From an optimization exercise on the open Yosys and OpenROAD flow, aimed at a short achievable clock period and few clock cycles per item; shortcuts taken in it are not production practice. Function was not checked in any run shown here: the RTL went through the layout flow alone. Power and IR drop assume default switching activity.

`run.sh`:
```
#!/bin/bash
# synth_recipe.tcl (not shown) runs the flow's synth.tcl, then flattens the netlist and writes it again
# the make line also repeats each setting of config.mk as NAME=value (left out here)
make -C /OpenROAD-flow-scripts/flow DESIGN_CONFIG=/design/flow/config.mk WORK_HOME=/design/flow/orfs CLKGATE_MAP_FILE= SYNTH_SCRIPT=/design/flow/synth_recipe.tcl finish
```
`config.mk`:
```
export PLATFORM = sky130hd
export DESIGN_NAME = lc3_core
export DESIGN_NICKNAME = lc3_core
export VERILOG_FILES = /design/flow/design.v
export SDC_FILE = /design/flow/constraint.sdc
export NUM_CORES = 4
export LEC_CHECK = 0
export CAP_MARGIN = 20
export CORE_MARGIN = 2
export CORE_UTILIZATION = 30
export SLEW_MARGIN = 20
```
`constraint.sdc`:
```
create_clock -name core_clock -period 8.0 [get_ports {clk}]
set_input_delay 1.6000 -clock core_clock [delete_from_list [all_inputs] [get_ports {clk}]]
set_output_delay 1.6000 -clock core_clock [all_outputs]
set_load 0.01 [all_outputs]
```
`design.v`:
```
module lc3_core (
    input  wire        clk,
    input  wire        reset,         
    output wire        mem_req,
    output wire        mem_we,
    output wire [15:0] mem_addr,
    output wire [15:0] mem_wdata,
    input  wire [15:0] mem_rdata,
    input  wire        mem_ready,
    input  wire        kbd_avail,
    input  wire [7:0]  kbd_char,
    output wire        kbd_take,
    output wire        disp_emit,
    output wire [7:0]  disp_char,
    output wire        halted,
    output wire        double_fault
);
    localparam [15:0] RESET_PC  = 16'h3000;
    localparam [15:0] SSP_INIT  = 16'h3000;
    localparam [15:0] USP_INIT  = 16'h0000;
    localparam [3:0] M_RUN   = 4'd0,    
                     M_LD    = 4'd1,    
                     M_PTRL  = 4'd2,    
                     M_PTRS  = 4'd3,    
                     M_ST    = 4'd4,    
                     M_POP1  = 4'd5,    
                     M_POP2  = 4'd6,    
                     M_PUSH1 = 4'd7,    
                     M_PUSH2 = 4'd8,    
                     M_VEC   = 4'd9,    
                     M_ENTRY = 4'd10,   
                     M_INTW  = 4'd11,   
                     M_STOP  = 4'd12;   
    reg [15:0] regs [0:7];
    reg        priv;
    reg [2:0]  prio;
    reg [2:0]  nzp_x;         
    reg        fl_lazy;       
    reg [15:0] fl_val;
    reg [15:0] saved_ssp;
    reg [15:0] saved_usp;
    reg        halted_r;
    reg        df_r;
    reg        ie;
    reg        avail_q;
    reg [3:0]  mode;
    reg        chk_pend;      
    reg        ev;            
    reg [15:0] ir;
    reg        ir_v;
    reg [15:0] ir_pc;
    reg [15:0] ir_npc;
    reg        ir_pt;         
    reg        ir_ev;         
    reg [15:0] fpc;           
    reg [2:0]  ld_dr;
    reg        ent_int;
    reg [8:0]  ent_vec;
    reg [15:0] ent_ret;
    reg        a_v;
    reg        a_req;
    reg        a_we;
    reg [15:0] a_addr;
    reg [15:0] a_wdata;
    reg        a_kbsr, a_kbdr, a_dsr, a_ddr, a_dev;
    reg        take_r;
    reg        emit_r;
    localparam NB = 4;
    reg        bt_v   [0:NB-1];
    reg [15:0] bt_tag [0:NB-1];
    reg [15:0] bt_tgt [0:NB-1];
    reg        bt_dev [0:NB-1];
    reg [1:0]  bt_rr;
    assign mem_req   = a_req;
    assign mem_we    = a_we;
    assign mem_addr  = a_addr;
    assign mem_wdata = a_wdata;
    assign kbd_take  = take_r;
    assign disp_emit = emit_r;
    assign disp_char = a_wdata[7:0];
    assign halted       = halted_r;
    assign double_fault = df_r;
    function isdev;
        input [15:0] a;
        begin
            isdev = (a[15:3] == 13'h1FC0) && (a[0] == 1'b0);
        end
    endfunction
    function [2:0] cc;
        input [15:0] v;
        begin
            cc = v[15] ? 3'b100 : ((v == 16'd0) ? 3'b010 : 3'b001);
        end
    endfunction
    wire stall = a_req & ~mem_ready;
    wire done  = a_v & ~stall;
    reg [15:0] dev_rdata;
    always @(*) begin
        if (a_kbsr)
            dev_rdata = {kbd_avail, ie, 14'd0};
        else if (a_kbdr)
            dev_rdata = kbd_avail ? {8'd0, kbd_char} : 16'd0;
        else if (a_dsr)
            dev_rdata = 16'h8000;
        else
            dev_rdata = 16'd0;
    end
    wire [15:0] rdata = a_dev ? dev_rdata : mem_rdata;
    wire        acc_ev = (a_we & a_kbsr) | take_r;
    wire [3:0]  op    = ir[15:12];
    wire [15:0] sr1v  = regs[ir[8:6]];
    wire [15:0] sr2v  = regs[ir[2:0]];
    wire [15:0] drv   = regs[ir[11:9]];
    wire [15:0] r6    = regs[6];
    wire [15:0] imm5  = {{11{ir[4]}}, ir[4:0]};
    wire [15:0] off6  = {{10{ir[5]}}, ir[5:0]};
    wire [15:0] off9  = {{7{ir[8]}},  ir[8:0]};
    wire [15:0] off11 = {{5{ir[10]}}, ir[10:0]};
    wire [15:0] alu_b   = ir[5] ? imm5 : sr2v;
    wire [15:0] add_out = sr1v + alu_b;
    wire [15:0] and_out = sr1v & alu_b;
    wire [15:0] pcoff   = ir_npc + ((op == 4'b0100) ? off11 : off9);
    wire [15:0] baseoff = sr1v + off6;
    wire [15:0] ea      = (op[2:0] == 3'b110 || op[2:0] == 3'b111) ? baseoff : pcoff;
    wire        ea_fault = priv & (ea[15:9] == 7'h7F);
    wire        fz = (fl_val == 16'd0);
    wire [2:0]  nzp = fl_lazy ? {fl_val[15], fz, ~fl_val[15] & ~fz} : nzp_x;
    wire        br_taken = (ir[11] & nzp[2]) | (ir[10] & nzp[1]) | (ir[9] & nzp[0]);
    wire [15:0] psr_word = {priv, 4'b0000, prio, 5'b00000, nzp};
    reg illegal;
    always @(*) begin
        case (op)
            4'b0001, 4'b0101: illegal = (ir[5] == 1'b0) && (ir[4:3] != 2'b00);
            4'b0100:          illegal = (ir[11] == 1'b0) && ((ir[10:9] != 2'b00) || (ir[5:0] != 6'd0));
            4'b1000:          illegal = (ir[11:0] != 12'd0);
            4'b1001:          illegal = (ir[5:0] != 6'b111111);
            4'b1100:          illegal = (ir[11:9] != 3'd0) || (ir[5:0] != 6'd0);
            4'b1101:          illegal = 1'b1;
            4'b1111:          illegal = (ir[11:8] != 4'd0);
            default:          illegal = 1'b0;
        endcase
    end
    wire int_now = ie & avail_q & ~prio[2];
    reg        bt_hit;
    reg [15:0] bt_out;
    reg        bt_odev;
    integer k;
    always @(*) begin
        bt_hit = 1'b0; bt_out = 16'd0; bt_odev = 1'b0;
        for (k = 0; k < NB; k = k + 1)
            if (bt_v[k] && bt_tag[k] == a_addr) begin
                bt_hit = 1'b1; bt_out = bt_tgt[k]; bt_odev = bt_dev[k];
            end
    end
    wire [15:0] a_inc     = a_addr + 16'd1;
    wire        a_inc_dev = (a_addr[15:3] == 13'h1FBF && a_addr[2:0] == 3'b111) ||
                            (a_addr[15:3] == 13'h1FC0 && a_addr[0] == 1'b1 && a_addr[2:1] != 2'b11);
    wire [15:0] pred      = bt_hit ? bt_out : a_inc;
    wire        pred_dev  = bt_hit ? bt_odev : a_inc_dev;
    reg        s_v, s_we, s_fetch;
    reg [15:0] s_addr, s_wdata;
    reg        s_dev;
    reg [3:0]  n_mode;
    reg        n_chk, n_ev;
    reg        n_ir_v, n_ir_load;
    reg [15:0] n_fpc;
    reg        rf_we;
    reg [2:0]  rf_wa;
    reg [15:0] rf_wd;
    reg        n_fl_set;
    reg [15:0] n_fl_val;
    reg        do_ent, ent_i;
    reg [8:0]  ent_v;
    reg [15:0] ent_r;
    reg        bt_ins;
    reg        do_halt;
    reg        ld_dr_set;
    always @(*) begin
        s_v = 1'b0; s_we = 1'b0; s_fetch = 1'b0; s_addr = a_addr; s_wdata = a_wdata; s_dev = 1'b0;
        n_mode = mode; n_chk = chk_pend; n_ev = ev;
        n_ir_v = ir_v; n_ir_load = 1'b0;
        n_fpc = fpc;
        rf_we = 1'b0; rf_wa = ir[11:9]; rf_wd = add_out;
        n_fl_set = 1'b0; n_fl_val = add_out;
        do_ent = 1'b0; ent_i = 1'b0; ent_v = 9'd0; ent_r = ir_npc;
        bt_ins = 1'b0; do_halt = 1'b0; ld_dr_set = 1'b0;
        case (mode)
            M_RUN: begin
                if (a_v) begin
                    n_ir_load = 1'b1;
                    n_fpc = pred;
                end
                if (chk_pend && int_now) begin
                    n_ir_load = 1'b0; n_ir_v = 1'b0; n_chk = 1'b0;
                    do_ent = 1'b1; ent_i = 1'b1; ent_v = 9'h180;
                    ent_r = ir_v ? ir_pc : fpc;
                end else begin
                    n_chk = 1'b0;
                    n_ir_v = a_v;
                    if (ir_v) begin
                        n_ev = ir_ev;
                        if (illegal) begin
                            n_ir_load = 1'b0; n_ir_v = 1'b0;
                            do_ent = 1'b1; ent_v = 9'h001; ent_r = ir_npc;
                        end else begin
                            case (op)
                                4'b0001, 4'b0101, 4'b1001, 4'b1110: begin    
                                    rf_we = 1'b1;
                                    rf_wd = (op == 4'b0001) ? add_out :
                                            (op == 4'b0101) ? and_out :
                                            (op == 4'b1001) ? ~sr1v : pcoff;
                                    n_fl_set = 1'b1; n_fl_val = rf_wd;
                                    n_chk = ir_ev;
                                end
                                4'b0000: begin                                 
                                    n_chk = ir_ev;
                                    if (br_taken != ir_pt) begin
                                        n_ir_load = 1'b0; n_ir_v = 1'b0;
                                        n_fpc = br_taken ? pcoff : ir_npc;
                                        bt_ins = br_taken;
                                    end
                                end
                                4'b0100: begin                                 
                                    rf_we = 1'b1; rf_wa = 3'd7; rf_wd = ir_npc;
                                    n_chk = ir_ev;
                                    if (ir[11]) begin
                                        if (!ir_pt) begin
                                            n_ir_load = 1'b0; n_ir_v = 1'b0;
                                            n_fpc = pcoff; bt_ins = 1'b1;
                                        end
                                    end else begin
                                        n_ir_load = 1'b0; n_ir_v = 1'b0;
                                        n_fpc = sr1v;
                                    end
                                end
                                4'b1100: begin                                 
                                    n_chk = ir_ev;
                                    n_ir_load = 1'b0; n_ir_v = 1'b0;
                                    n_fpc = sr1v;
                                end
                                4'b1000: begin                                 
                                    n_ir_load = 1'b0; n_ir_v = 1'b0;
                                    if (priv) begin
                                        do_ent = 1'b1; ent_v = 9'h000; ent_r = ir_npc;
                                    end else begin
                                        s_v = 1'b1; s_addr = r6; n_mode = M_POP1;
                                    end
                                end
                                4'b1111: begin                                 
                                    n_ir_load = 1'b0; n_ir_v = 1'b0;
                                    if (ir[7:0] == 8'h25) begin
                                        do_halt = 1'b1;
                                    end else begin
                                        do_ent = 1'b1; ent_v = {1'b0, ir[7:0]}; ent_r = ir_npc;
                                    end
                                end
                                default: begin                                 
                                    ld_dr_set = 1'b1;
                                    if (ea_fault) begin
                                        n_ir_load = 1'b0; n_ir_v = 1'b0;
                                        n_fpc = ir_npc;
                                        n_mode = M_ENTRY;
                                    end else begin
                                        s_v = 1'b1; s_addr = ea;
                                        case (op)
                                            4'b0010, 4'b0110: n_mode = M_LD;
                                            4'b1010: n_mode = M_PTRL;
                                            4'b1011: begin n_mode = M_PTRS; s_wdata = drv; end
                                            default: begin n_mode = M_ST; s_we = 1'b1; s_wdata = drv; end
                                        endcase
                                    end
                                end
                            endcase
                        end
                    end
                    if (n_mode == M_RUN && !do_ent && !do_halt)
                        s_fetch = 1'b1;
                end
            end
            M_LD: if (done) begin
                rf_we = 1'b1; rf_wa = ld_dr; rf_wd = rdata;
                n_fl_set = 1'b1; n_fl_val = rdata;
                n_mode = M_RUN;
                if (take_r) begin
                    n_mode = M_INTW;
                end else begin
                    n_chk = ev | acc_ev;
                    s_fetch = 1'b1;
                end
            end
            M_PTRL, M_PTRS: if (done) begin
                n_ev = ev | acc_ev;
                if (priv && rdata[15:9] == 7'h7F) begin
                    n_mode = M_ENTRY;
                end else begin
                    s_v = 1'b1; s_addr = rdata;
                    if (mode == M_PTRL) begin
                        n_mode = M_LD;
                    end else begin
                        n_mode = M_ST; s_we = 1'b1;
                    end
                end
            end
            M_ST: if (done) begin
                if (ir_v && a_addr == ir_pc) begin
                    n_ir_v = 1'b0; n_fpc = ir_pc;
                end
                n_mode = M_RUN;
                n_chk = ev | acc_ev;
                s_fetch = 1'b1;
            end
            M_POP1: if (done) begin
                n_ev = ev | acc_ev;
                n_fpc = rdata;
                rf_we = 1'b1; rf_wa = 3'd6; rf_wd = r6 + 16'd1;
                s_v = 1'b1; s_addr = r6 + 16'd1; n_mode = M_POP2;
            end
            M_POP2: if (done) begin
                rf_we = 1'b1; rf_wa = 3'd6;
                rf_wd = rdata[15] ? saved_usp : (r6 + 16'd1);
                n_mode = M_RUN;
                if (take_r) begin
                    n_mode = M_INTW;
                end else begin
                    n_chk = 1'b1;
                    s_fetch = 1'b1;
                end
            end
            M_PUSH1: if (done) begin
                n_ev = ev | acc_ev;
                rf_we = 1'b1; rf_wa = 3'd6; rf_wd = r6 - 16'd1;
                s_v = 1'b1; s_we = 1'b1; s_addr = r6 - 16'd1; s_wdata = ent_ret;
                n_mode = M_PUSH2;
            end
            M_PUSH2: if (done) begin
                n_ev = ev | acc_ev;
                s_v = 1'b1; s_addr = {7'd0, ent_vec}; n_mode = M_VEC;
            end
            M_VEC: if (done) begin
                n_fpc = rdata;
                n_mode = M_RUN;
                n_chk = ent_int ? 1'b0 : ev;
                s_fetch = 1'b1;
            end
            M_ENTRY: begin
                n_ir_v = 1'b0;
                do_ent = 1'b1; ent_v = 9'h000; ent_r = ir_v ? ir_pc : fpc;
            end
            M_INTW: begin
                n_mode = M_RUN;
                n_chk = 1'b1;
                s_fetch = 1'b1;
            end
            default: ;    
        endcase
        if (do_ent) begin
            if ((priv ? saved_ssp[15:1] : r6[15:1]) == 15'd0) begin
                n_mode = M_STOP;
                s_v = 1'b0;
            end else begin
                rf_we = 1'b1; rf_wa = 3'd6;
                rf_wd = (priv ? saved_ssp : r6) - 16'd1;
                s_v = 1'b1; s_we = 1'b1; s_addr = rf_wd; s_wdata = psr_word;
                n_mode = M_PUSH1;
            end
        end
        if (do_halt)
            n_mode = M_STOP;
        if (s_fetch) begin
            s_addr = n_fpc;
            s_dev = isdev(n_fpc);
            s_v = !s_dev || (!n_ir_v && !n_chk);
        end else begin
            s_dev = isdev(s_addr);
        end
    end
    integer i;
    always @(posedge clk) begin
        avail_q <= kbd_avail;
        if (reset) begin
            for (i = 0; i < 8; i = i + 1)
                regs[i] <= 16'd0;
            priv      <= 1'b1;
            prio      <= 3'd0;
            nzp_x     <= 3'b010;
            fl_lazy   <= 1'b0;
            saved_ssp <= SSP_INIT;
            saved_usp <= USP_INIT;
            halted_r  <= 1'b0;
            df_r      <= 1'b0;
            ie        <= 1'b0;
            mode      <= M_RUN;
            chk_pend  <= 1'b0;
            ev        <= 1'b0;
            ir_v      <= 1'b0;
            fpc       <= RESET_PC;
            a_v       <= 1'b1;
            a_req     <= 1'b1;
            a_we      <= 1'b0;
            a_addr    <= RESET_PC;
            a_kbsr    <= 1'b0;
            a_kbdr    <= 1'b0;
            a_dsr     <= 1'b0;
            a_ddr     <= 1'b0;
            a_dev     <= 1'b0;
            take_r    <= 1'b0;
            emit_r    <= 1'b0;
            for (i = 0; i < NB; i = i + 1)
                bt_v[i] <= 1'b0;
            bt_rr     <= 2'd0;
        end else if (!stall) begin
            mode     <= n_mode;
            chk_pend <= n_chk;
            ev       <= n_ev;
            fpc      <= n_fpc;
            ir_v     <= n_ir_v;
            if (n_ir_load) begin
                ir     <= rdata;
                ir_pc  <= a_addr;
                ir_npc <= a_inc;
                ir_pt  <= bt_hit;
                ir_ev  <= take_r;
            end
            if (rf_we)
                regs[rf_wa] <= rf_wd;
            if (n_fl_set) begin
                fl_val  <= n_fl_val;
                fl_lazy <= 1'b1;
            end
            if (ld_dr_set)
                ld_dr <= ir[11:9];
            if (done && a_we && a_kbsr)
                ie <= a_wdata[14];
            if (done && a_we)
                for (i = 0; i < NB; i = i + 1)
                    if (bt_tag[i] == a_addr)
                        bt_v[i] <= 1'b0;
            if (bt_ins) begin
                bt_v[bt_rr]   <= 1'b1;
                bt_tag[bt_rr] <= ir_pc;
                bt_tgt[bt_rr] <= pcoff;
                bt_dev[bt_rr] <= isdev(pcoff);
                bt_rr         <= bt_rr + 2'd1;
            end
            if (do_ent) begin
                ent_int <= ent_i;
                ent_vec <= ent_v;
                ent_ret <= ent_r;
                if ((priv ? saved_ssp[15:1] : r6[15:1]) == 15'd0) begin
                    df_r <= 1'b1;
                end else begin
                    if (priv)
                        saved_usp <= r6;
                    priv <= 1'b0;
                end
            end
            if (do_halt)
                halted_r <= 1'b1;
            if (mode == M_PUSH2 && done && ent_int)
                prio <= 3'd4;
            if (mode == M_POP2 && done) begin
                priv    <= rdata[15];
                prio    <= rdata[10:8];
                nzp_x   <= rdata[2:0];
                fl_lazy <= 1'b0;
                if (rdata[15])
                    saved_ssp <= r6 + 16'd1;
            end
            a_v     <= s_v;
            a_req   <= s_v & ~s_dev;
            a_we    <= s_we;
            a_addr  <= s_addr;
            a_wdata <= s_wdata;
            a_kbsr  <= s_v & s_dev & (s_addr[2:1] == 2'd0);
            a_kbdr  <= s_v & s_dev & (s_addr[2:1] == 2'd1);
            a_dsr   <= s_v & s_dev & (s_addr[2:1] == 2'd2);
            a_ddr   <= s_v & s_dev & (s_addr[2:1] == 2'd3);
            a_dev   <= s_v & s_dev;
            take_r  <= s_v & s_dev & (s_addr[2:1] == 2'd1) & ~s_we & kbd_avail & ~take_r;
            emit_r  <= s_v & s_dev & (s_addr[2:1] == 2'd3) & s_we;
        end
    end
endmodule
```
==> metrics.yaml, run 1 <==
setup_path:
  r2r-end: "a_dsr$_SDFFE_PP0N_"
  required_ns: 8.53
  crit_arrival_ns: 7.63
  ff2ff_setup_slack_ns: 0.90
  crit_type: "reg2reg"
  critPathMaxFanout: 20
  cp-start-kind: "flop"
  rr_worst_depth: 19
  endpoint_kind: "flop"
pwr:
  ir_drop_v: 0.0001757
  p_per_area_mw_per_mm2: 441.8
  p_leak_uw: 0.01289
grt:
  grt_pass1_vias: 29030
  grt_max_degree: 95
  grt_overflow: 0
  antenna_found_initial: 18
  grt_use_total: 0.2816
  grt_pass1_wl_mm: 224.3
routing:
  drt_first_pass_iters: 9
  drc_errors: 0
  drt_iter0_markers: 4418
  route.vias.total: 31050
  wl_per_cell_um: 32.41
  viasPerCell: 6.258
  postRouteAntennaNets: 0
  wl_mm: 160.8
logic_synthesis:
  synthArstFlopShare: 0
  synth_top_area_cell: "edfxtp_1"
  synth_top_area_frac: 0.3411
  yosysUniqueCellTypes: 99
  syn-num-nets: 3564
  yosysSeqAreaShare: 0.4076
  synth.avg_cell_area_um2: 9.264
  ys_warn_count: 1
  yosys_register_bits: 473
  synth-main-ff-cell: "edfxtp_1"
  synth_edf_count: 366
  synthCells: 3478
  synthTopCellsByArea: "edfxtp_1 (34%), mux4_2 (6.7%), dfxtp_1 (6.6%)"
  synth_area_mm2: 0.03222
final_layout:
  layout_common_cells: "nor2_1 (480), edfxtp_1 (366), nand2_1 (351)"
  largest_register_ffs: 128
  fin_area_mm2: 0.03683
  largest_registers: "regs: 128 flops, bt_tag: 64 flops, bt_tgt: 64 flops"
  post_route_cells_drive_above_1_share: 0.1271
  regMostFlops: "regs"
  final_common_cell: "nor2_1"
  num-nets-final: 3599
  area_growth_pct: 14.31
hold_path:
  worstHoldPathType: "reg2reg"
  min_to: "saved_usp[15]$_SDFFE_PP0P_"
  hp-start: "saved_usp[15]$_SDFFE_PP0P_"
  timing.hold.worst_path_depth: 2
job:
  max_cap_violations: 0
clock_network:
  clkTransAtPathRegs_ns: 0.06
  root_buffer: "clkbuf_16"
  htreeDepth: 2
  cts.hold.buffers_added: 0
  cts_tree: "built"
  cts_setup_buffers: 0
  clk_latency_ns: 0.65
  cts_buffer_depth: 3
  cts.sinks: 473
  postCtsResizedCells: 0
  cts_buffers: 52
timing:
  slew_headroom: 0.1614
  slew_violations: 0
  period_minus_slack_ns: 7.104
  fin_tns_setup_ns: 0
  fmax_mhz: 140.8
  tightest_slew_ns: 1.249
  hold_violations: 0
  setup_violations: 0
  rsz0062_at_grt: "no"
  fin_worst_skew_ns: 0.03509
  post-route-period-util: 0.8880
die:
  start_util: 0.3018
  rows: 120
  pin_count: 74
  coreArea_mm2: 0.1068
  dieArea_mm2: 0.1100
  die_x_um: 331.7
  die_h_um: 331.7
placement:
  dp_hpwl_mm: 120.7
  place_congestion: 1.046
  numPortBuffers: 73
  dpl_cell_area_mm2: 0.03506
run_status:
  run_status: "finished clean"
cell type report:
type                    count  area, um2
clock buffers              65       1434
inverters                  79      296.5
fillers                 10960      69920
flip-flops and latches    473      13140
multi-input cells        2665      17840
diodes                      4      10.01
well taps                1403       1755
clock inverters            31      316.6
repair buffers            242       2044
synthesized netlist by cell type (75+ instances only):
library cell / n
a211oi_1: 78
a21oi_1: 229
clkbuf_1: 199
dfxtp_1: 107
edfxtp_1: 366
inv_1: 77
mux2i_1: 86
mux4_2: 96
nand2_1: 352
nand3_1: 75
nor2_1: 482
nor3_1: 81
o21ai_0: 237
xnor2_1: 105
layer usage:
metal | vias up | wire length [um] | GRT usage
met2 | 2073 | 69420 | 0.4241
met3 | 500 | 18670 | 0.07637
met1 | 15340 | 61990 | 0.3646
li1 | 13120 | - | -
met5 | - | 181 | 0
met4 | 30 | 10560 | 0.1579
per-stage QoR:
| step | hold slack (ns) | total power (uW) | utilization | cells | setup slack [ns] |
|---|---|---|---|---|---|
| 2_1_floorplan | 0.4244 | 9091 | - | 3478 | 1.126 |
| 3_3_place_gp | 0.4438 | 13310 | 0.3283 | 4862 | 1.237 |
| 3_5_place_dp | 0.4491 | 13290 | 0.3284 | 4862 | 1.084 |
| 4_1_cts | 0.4579 | 15840 | 0.3448 | 4958 | 1.070 |
| 5_1_grt | 0.4791 | 16710 | 0.3449 | 4958 | 0.4186 |
| 6_report | 0.4607 | 16270 | 0.3450 | 4962 | 0.8963 |
critical path, stage by stage (launching register included):
cell	delay [ns]
dfxtp_2	0.63
buf_12	0.27
mux4_2	0.51
mux2_2	0.41
ha_1	0.36
o21ai_0	0.25
nor2_1	0.11
o311ai_0	0.65
a31oi_1	0.23
a31o_2	0.32
xnor2_1	0.14
mux2i_1	0.80
nor2_1	0.08
buf_4	0.21
a2111oi_0	0.59
o31a_1	0.27
o311ai_0	0.16
nor3_1	0.40
a32oi_2	0.29
o31ai_1	0.30
worst max path at each step:
stage,cells past startpoint,endpoint,startpoint
2_1_floorplan,19,ir[0]$_DFFE_PP_,flop
3_3_place_gp,16,ir_pt$_DFFE_PP_,flop
3_5_place_dp,16,ir_npc[1]$_DFFE_PP_,flop
4_1_cts,16,ir_npc[15]$_DFFE_PP_,flop
5_1_grt,19,a_kbsr$_SDFFE_PP0N_,flop
6_report,19,a_dsr$_SDFFE_PP0N_,flop
where the power goes:
group	internal, uW	switching (uW)
combinational	3160	7010
sequential	3090	470
clock	1440	1100
logic make-up after synthesis:
group                      Yosys count  synth area share
and+or+nand+nor                   1242            0.1747
AOI/OAI and AO/OA                  980            0.2005
DFF                                473            0.4076
buffers and inverters              340           0.04264
muxes                              211            0.1041
xor gates and xnor gates           174           0.04730
adders and majority gates           58           0.02322
==> inputs of run 2 (changes only) <==
--- a/config.mk
+++ b/config.mk
@@ -7,2 +7,3 @@
 export LEC_CHECK = 0
+export ABC_CLOCK_PERIOD_IN_PS = 3000
 export CAP_MARGIN = 20
@@ -10,2 +11,3 @@
 export CORE_UTILIZATION = 30
+export SETUP_SLACK_MARGIN = 4.5
 export SLEW_MARGIN = 20
==> metrics.yaml, run 2 <==
run_status:
  run_status: "finished clean"
clock_network:
  cts_buffer_depth: 3  # unchanged
  cts.sinks: 473  # unchanged
  clkTransAtPathRegs_ns: 0.07  # about the same
  clk_latency_ns: 0.66  # about the same
  htreeDepth: 2  # unchanged
  cts_buffers: 53  # +1.9%
  root_buffer: "clkbuf_16"
  cts_tree: "built"
logic_synthesis:
  syn-num-nets: 3564  # unchanged
  synth_area_mm2: 0.03222  # unchanged
  synth_top_area_cell: "edfxtp_1"
  yosysSeqAreaShare: 0.4076  # unchanged
  synth_edf_count: 366  # unchanged
  synth_top_area_frac: 0.3411  # unchanged
  yosysMostFrequentCell: "nor2_1"
  ys_warn_count: 1  # unchanged
  yosys_register_bits: 473  # unchanged
  ys_top_cells_by_count: "nor2_1 (482), edfxtp_1 (366), nand2_1 (352), o21ai_0 (237), a21oi_1 (229)"
  yosysUniqueCellTypes: 99  # unchanged
  synthArstFlopShare: 0  # unchanged
  synth.avg_cell_area_um2: 9.264  # unchanged
  synth-main-ff-cell: "edfxtp_1"
  synthTopCellsByArea: "edfxtp_1 (34%), mux4_2 (6.7%), dfxtp_1 (6.6%)"
  synthCells: 3478  # unchanged
routing:
  drt_iter0_markers: 4899  # +11%
  route.vias.total: 33130  # +6.7%
  wl_per_cell_um: 32.72  # +0.95%
  drt_first_pass_iters: 8  # -1
  drc_errors: 0  # unchanged
  wl_mm: 171.8  # +6.8%
  viasPerCell: 6.310  # +0.82%
  postRouteAntennaNets: 0  # unchanged
timing:
  slew_headroom: 0.1310  # -0.03042
  period_minus_slack_ns: 5.664  # -1.440 ns
  slew_violations: 0  # unchanged
  setup_violations: 0  # unchanged
  fin_worst_skew_ns: 0.03901  # +0.003921 ns
  hold_violations: 0  # unchanged
  fin_tns_setup_ns: 0  # unchanged
  rsz0062_at_grt: "yes"
  fmax_mhz: 176.6  # +25%
  hold_slack_ns: 0.4576  # -0.003101 ns
  tightest_slew_ns: 1.290  # +0.04098 ns
  post-route-period-util: 0.7079  # -0.1800
setup_path:
  ff2ff_setup_slack_ns: 2.34  # +1.44 ns
  crit_arrival_ns: 6.24  # -1.39 ns
  critPathMaxFanout: 8  # -60%
  crit_slowest_cell: "or4b_4"
  endpoint_kind: "flop"
  cp-start-kind: "flop"
  required_ns: 8.58  # +0.05 ns
  path_cells: "buf_4, inv_1, fa_1, nand2b_1, a211o_1, a211oi_4, a211o_1, mux2_4, o221a_4, or4b_4, buf_6, buf_6, o21ai_0, nand3_1, a221oi_4, nand3b_1, nor4_4, buf_4, buf_6, a211o_1, o211ai_1"
  crit_type: "reg2reg"
  r2r-start: "ir[1]$_DFFE_PP_"
  cp_slowest_stage_delay_ns: 0.63  # -0.17 ns
  crit_start: "ir[1]$_DFFE_PP_"
pwr:
  ir_drop_v: 0.0003052  # +74%
  p_leak_uw: 0.01531  # +19%
  p_per_area_mw_per_mm2: 475.7  # +7.7%
grt:
  grt_pass1_vias: 30910  # +6.5%
  grt_use_total: 0.2978  # +0.01620
  grt_pass1_wl_mm: 236.4  # +5.4%
  grt_max_degree: 56  # -41%
  grt_overflow: 0  # unchanged
  antenna_found_initial: 6  # -12
die:
  dieArea_mm2: 0.1100  # unchanged
  pin_count: 74  # unchanged
  coreArea_mm2: 0.1068  # unchanged
  die_h_um: 331.7  # unchanged
  start_util: 0.3018  # unchanged
  die_x_um: 331.7  # unchanged
  rows: 120  # unchanged
final_layout:
  largest_register_ffs: 128  # unchanged
  layout_common_cells: "nor2_1 (416), edfxtp_1 (366), nand2_1 (324)"
  regArea_mm2: 0.01317  # +0.28%
  final.fill_count: 10350  # -5.6%
  multi_input_area_mm2: 0.02114  # +19%
  regMostFlops: "regs"
  largest_registers: "regs: 128 flops, bt_tag: 64 flops, bt_tgt: 64 flops"
  fin_area_mm2: 0.04337  # +18%
  final_common_cell: "nor2_1"
  num-nets-final: 3886  # +8.0%
  area_growth_pct: 34.60
  post_route_cells_drive_above_1_share: 0.2978  # +0.1706
job:
  max_cap_violations: 0  # unchanged
hold_path:
  worstHoldPathType: "reg2reg"
  hp-start: "saved_usp[15]$_SDFFE_PP0P_"
placement:
  place_congestion: 1.044  # -0.13%
  dp_hpwl_mm: 119.1  # -1.3%
  dpl_cell_area_mm2: 0.03540  # +0.97%
  numPortBuffers: 73  # unchanged
## run 2: power by group
part,internal [uW],switching [uW],leakage [uW],total [uW]
Clock,1510,1130,0.000886,2630
Sequential,3100,487,0.00437,3580
Combinational,5600,8810,0.0101,14400
Total,10200,10400,0.0153,20600
## run 2: routing by layer
layer / part of all wire / vias to the layer above / wire length [um] / global-route usage
met2: 0.42 / 2501 / 71780 / 0.4401
met4: 0.086 / 8 / 14740 / 0.2001
met1: 0.37 / 16250 / 63220 / 0.3798
met5: 0.00029 / - / 50 / 0
met3: 0.13 / 619 / 21980 / 0.08127
li1: - / 13750 / - / -
## run 2: layout make-up
type                    count  share of cell area
repair buffers            507              0.1189
diodes                      2           0.0001154
well taps                1403             0.04048
flip-flops and latches    473              0.3038
multi-input cells        2685              0.4874
clock inverters            33            0.008973
repair inverters            1           0.0001731
clock buffers              67             0.03298
inverters                  79            0.007184
## run 2: path summary, 6_finish.rpt
| path | endpoint | cells past startpoint |
|---|---|---|
| min | saved_usp[15]$_SDFFE_PP0P_ | 2 |
| max reg2reg | a_v$_SDFFE_PP1N_ | 21 |
| min reg2reg | saved_usp[15]$_SDFFE_PP0P_ | 2 |
| max | a_v$_SDFFE_PP1N_ | 21 |
## run 2: cells by family (layout without fill, tap and decap cells)
kind of cell / after synthesis / after routing / synth area share
flip-flops: 473 / 473 / 0.4076
AND/OR/NAND/NOR: 1242 / 1261 / 0.1747
adder cells (fa/ha/maj): 58 / 58 / 0.02322
AO/OA/AOI/OAI: 980 / 980 / 0.2005
XOR/XNOR: 174 / 174 / 0.04730
other: 0 / 2 / 0
buffers and inverters: 340 / 687 / 0.04264
multiplexers: 211 / 212 / 0.1041
## run 2: stage by stage
stage / setup WS [ns] / power (uW) / instances / utilization
after CTS: 2.356 / 18990 / 5170 / 0.3906
after detailed placement: 0.9415 / 13570 / 4824 / 0.3316
after floorplan: 2.748 / 9644 / 3478 / -
after global routing: 2.249 / 21020 / 5248 / 0.4062
after global placement: 1.031 / 13550 / 4824 / 0.3316
final: 2.336 / 20630 / 5250 / 0.4062
## run 2: what timing repair did
action,in CTS,in global routing
gates cloned,21,6
gates resized for setup,456,214
buffers inserted,225,72
hold buffers,0,0
setup endpoints to repair,620,589
pin swaps,146,120
## run 2: critical path, delay by kind of cell (launching register included)
kind	cells	cell delay (ns)
buffers and inverters	6	1.08
adders and majority gates	1	0.51
AOI/OAI and AO/OA	8	2.06
and+or+nand+nor	5	1.26
muxes	1	0.32
DFF	1	0.33

-- port drivers added, routing unchanged --
The flow's constraints put no driver on any port. The routed layouts listed below were extracted and timed again, unchanged, in two steps.
Step 1 (the two cells are an assumption about what drives the block):
set clk [get_ports {clk}]
set_driving_cell -lib_cell sky130_fd_sc_hd__clkbuf_16 $clk
set_driving_cell -lib_cell sky130_fd_sc_hd__buf_2 [delete_from_list [all_inputs] $clk]
Step 2 times the ports against the registers' clock, not the clock port: input delays grow and output delays shrink by t, the midpoint of the rising clock arrivals with the driver on.
a / b / c = no drivers / after step 1 / after step 2; a / b = the first two.
run	t (ns)	setup slack, ns	worst setup path after step 2	worst data-port slew with drivers (ns)
run 1	0.703	0.896 / 0.896 / 0.896	register to register	0.03
run 2	0.712	2.336 / 2.336 / 1.765	input to register	0.04
After both steps every run listed still meets setup and hold. The setup slack of run 2, which loses most, moves by 0.000 ns with the drivers and by -0.571 ns with both steps.
